This design comes from an exercise in tuning for small area, a short achievable clock period and few clock cycles on the open sky130 flow, not from production work.
Function was checked by simulation only, so behaviour that the tests miss may differ from the original.

Design bqfp_frame_parser, start of the top module:
module bqfp_frame_parser (
    input  wire       clk,
    input  wire       rst,         
    input  wire       in_valid,
    input  wire [7:0] in_data,
    output wire       in_ready,
    output wire       out_valid,
    output wire [7:0] out_data,
    output wire       out_last,
    input  wire       out_ready
);
==> flow/config.mk <==
export PLATFORM = sky130hd
export DESIGN_NAME = bqfp_frame_parser
export DESIGN_NICKNAME = bqfp_frame_parser
export VERILOG_FILES = /design/flow/design.v
export SDC_FILE = /design/flow/constraint.sdc
export NUM_CORES = 4
export LEC_CHECK = 0
export ABC_CLOCK_PERIOD_IN_PS = 2500
export CAP_MARGIN = 20
export CORE_MARGIN = 2
export CORE_UTILIZATION = 70
export CTS_CLUSTER_DIAMETER = 60
export CTS_CLUSTER_SIZE = 20
export SETUP_SLACK_MARGIN = 4.5
export SLEW_MARGIN = 20
==> flow/constraint.sdc <==
create_clock -name core_clock -period 7.0 [get_ports {clk}]
set_input_delay 1.4000 -clock core_clock [delete_from_list [all_inputs] [get_ports {clk}]]
set_output_delay 1.4000 -clock core_clock [all_outputs]
set_load 0.01 [all_outputs]
run.sh (not shown) runs the stock make flow with config.mk's settings and CLKGATE_MAP_FILE= SYNTH_SCRIPT=/design/flow/synth_recipe.tcl, a recipe that flattens the netlist after the stock synthesis.
Testbench counts at the start, summed over its fixed seeds: cycles 82,043.
Rerun with:
--- a/flow/design.v
+++ b/flow/design.v
@@ -26,18 +26,19 @@
     wire [8:0]     s0   = cv[8:0];
     wire [8:0]     stap = cv[9*(N-1)-1 -: 9];    
     wire [8:0]     send = cv[9*N-1 -: 9];        
     reg        rdy_r;       
     reg        took_r;      
     reg        rc;          
     reg        rcx;         
     reg        hv;          
     reg  [7:0] hd;
+    reg  [7:0] warm_cnt;    
     reg        warm;        
     wire take = in_valid && rdy_r;
     assign in_ready = rdy_r;
     reg  [8:0] s0_next;
     reg        hv_next;
     reg  [7:0] hd_next;
     always @(*) begin
         hv_next = hv;
         hd_next = hd;
@@ -155,20 +156,20 @@
         t03  <= (tpre == PREAMBLE_1);
         tAF  <= (tpre == PREAMBLE_2);
         tEF  <= (tpre == PREAMBLE_3);
         tlt6 <= (tpre < 8'd6);
     end
     wire silent = (r_p1 && t03) || r_er || (r_p2 && tAF) || (r_p3 && tEF) ||
                   (r_cp && !rok);
     wire can  = (silent || !q1v) && (!r_cmd || vq_any);
     reg  fm;                                
-    reg  [7:0] nu;                          
-    reg  [7:0] nd;                          
+    reg  [8:0] nu;                          
+    reg  [8:0] nd;                          
     wire cons = tv && !fm && can;           
     wire fail = tv && !fm && !can;
     wire pass = tv && fm;
     wire rc_next = tv && (fm || !can);
     assign vpop = cons && r_cmd;
     wire       err2 = (r_p1 && !t03) || (r_p2 && !tAF) || (r_p3 && !tEF);
     wire [1:0] ne   = r_p1 ? 2'd0 : r_p2 ? 2'd1 : 2'd2;
     wire       rlast = (rrem == 8'd6);
     reg  [7:0] nb0;
@@ -179,19 +180,19 @@
             nb0 = vq_head ? 8'h00 : 8'hFF;
         end else if (r_len) begin
             if (tlt6)     begin nb0 = 8'hFC; nl0 = 1'b1; end
             else if (rok) begin nb0 = td; end
             else          begin nb0 = 8'hFB; nl0 = 1'b1; end
         end else if (r_cp) begin
             nb0 = td; nl0 = rlast;
         end
     end
-    wire       ndz_fm  = (took_r == pass) ? (nd == 8'd0) : (pass && nd == 8'd1);
+    wire       ndz_fm  = (took_r == pass) ? (nd == 9'd0) : (pass && nd == 9'd1);
     wire       fm_next = fm ? !ndz_fm : fail;
     wire pop  = ov && out_ready;
     wire push = cons && !silent;
     reg        p0v, p1v, p2v;
     reg  [7:0] p0d, p1d;
     reg        p0l, p1l;
     reg  [1:0] p2e;
     always @(*) begin
         p0v = ov;  p0d = od;  p0l = ol;
@@ -237,36 +238,37 @@
     always @(posedge clk) begin
         if (cons) begin
             if (r_cmd) rok <= vq_head;
             if (r_len) rrem <= td;
             if (r_cp)  rrem <= rrem - 8'd1;
         end
     end
     always @(posedge clk) begin
         if (rst) begin
+            warm_cnt <= 8'd0;
             warm     <= 1'b0;
             took_r   <= 1'b0;
             rc       <= 1'b0;
             rcx      <= 1'b0;
             hv       <= 1'b0;
             fm       <= 1'b0;
-            nu       <= 8'd0;
-            nd       <= 8'd0;
+            nu       <= 9'd0;
+            nd       <= 9'd0;
             rdy_r    <= 1'b1;
         end else begin
-            if (!warm && nd == N - 3) warm <= 1'b1;
+            if (!warm) warm_cnt <= warm_cnt + 8'd1;
+            if (warm_cnt == N - 3) warm <= 1'b1;
             took_r <= take;
             rc     <= rc_next;
             rcx    <= fail;
             hv     <= hv_next;
             fm     <= fm_next;
-            nd     <= !warm ? nd + 1'b1 :
-                      fm ? (nd + took_r - pass) : (nu + took_r - 1'b1);
+            nd     <= fm ? (nd + took_r - pass) : (nu + took_r - 1'b1);
             nu     <= cons ? nu + took_r - 1'b1 : nu + took_r;
             rdy_r  <= !rc_next && !(fm && !ndz_fm) && !hv_next &&
                       (vq_n <= VQ - 1);
         end
     end
     assign out_valid = ov;
     assign out_data  = od;
     assign out_last  = ol;
 endmodule
Design area came out higher by about 0.32%.
Via count is higher by 5.7%.
Synthesized cell count is higher by 1.7%.
Die area rose by 0.53%.
Sequential cell count increases by 10.
First-iteration DRC count is higher by 58%.
Testbench counts after the change, summed over its fixed seeds: cycles 82,043.

-- re-timing with driven ports --
No port has a modelled driver above. Below, the same layouts with a new extraction and two added sets of constraints. Step 1: set_driving_cell puts a clkbuf_16 on clk and a buf_2 on each other input, an assumption about the parent block. Step 2 moves the port delays by t, midway between the first and last clock arrival at a register: inputs arrive t later, outputs are due t later. That takes back most of the time a late clock gives input paths. Slacks: ideal ports / drivers / drivers and shift; pairs: ideal ports / drivers.
run	shift t [ns]	slack for setup (ns)	clock arrival spread, ns
the first run	0.792	4.239 / 4.172 / 3.600	0.032 / 0.033
the second run	0.801	4.376 / 4.328 / 3.588	0.077 / 0.076
After both steps every run listed still meets setup and hold. The setup slack of the second run, which loses most, moves by -0.048 ns with the drivers and by -0.788 ns with both steps.
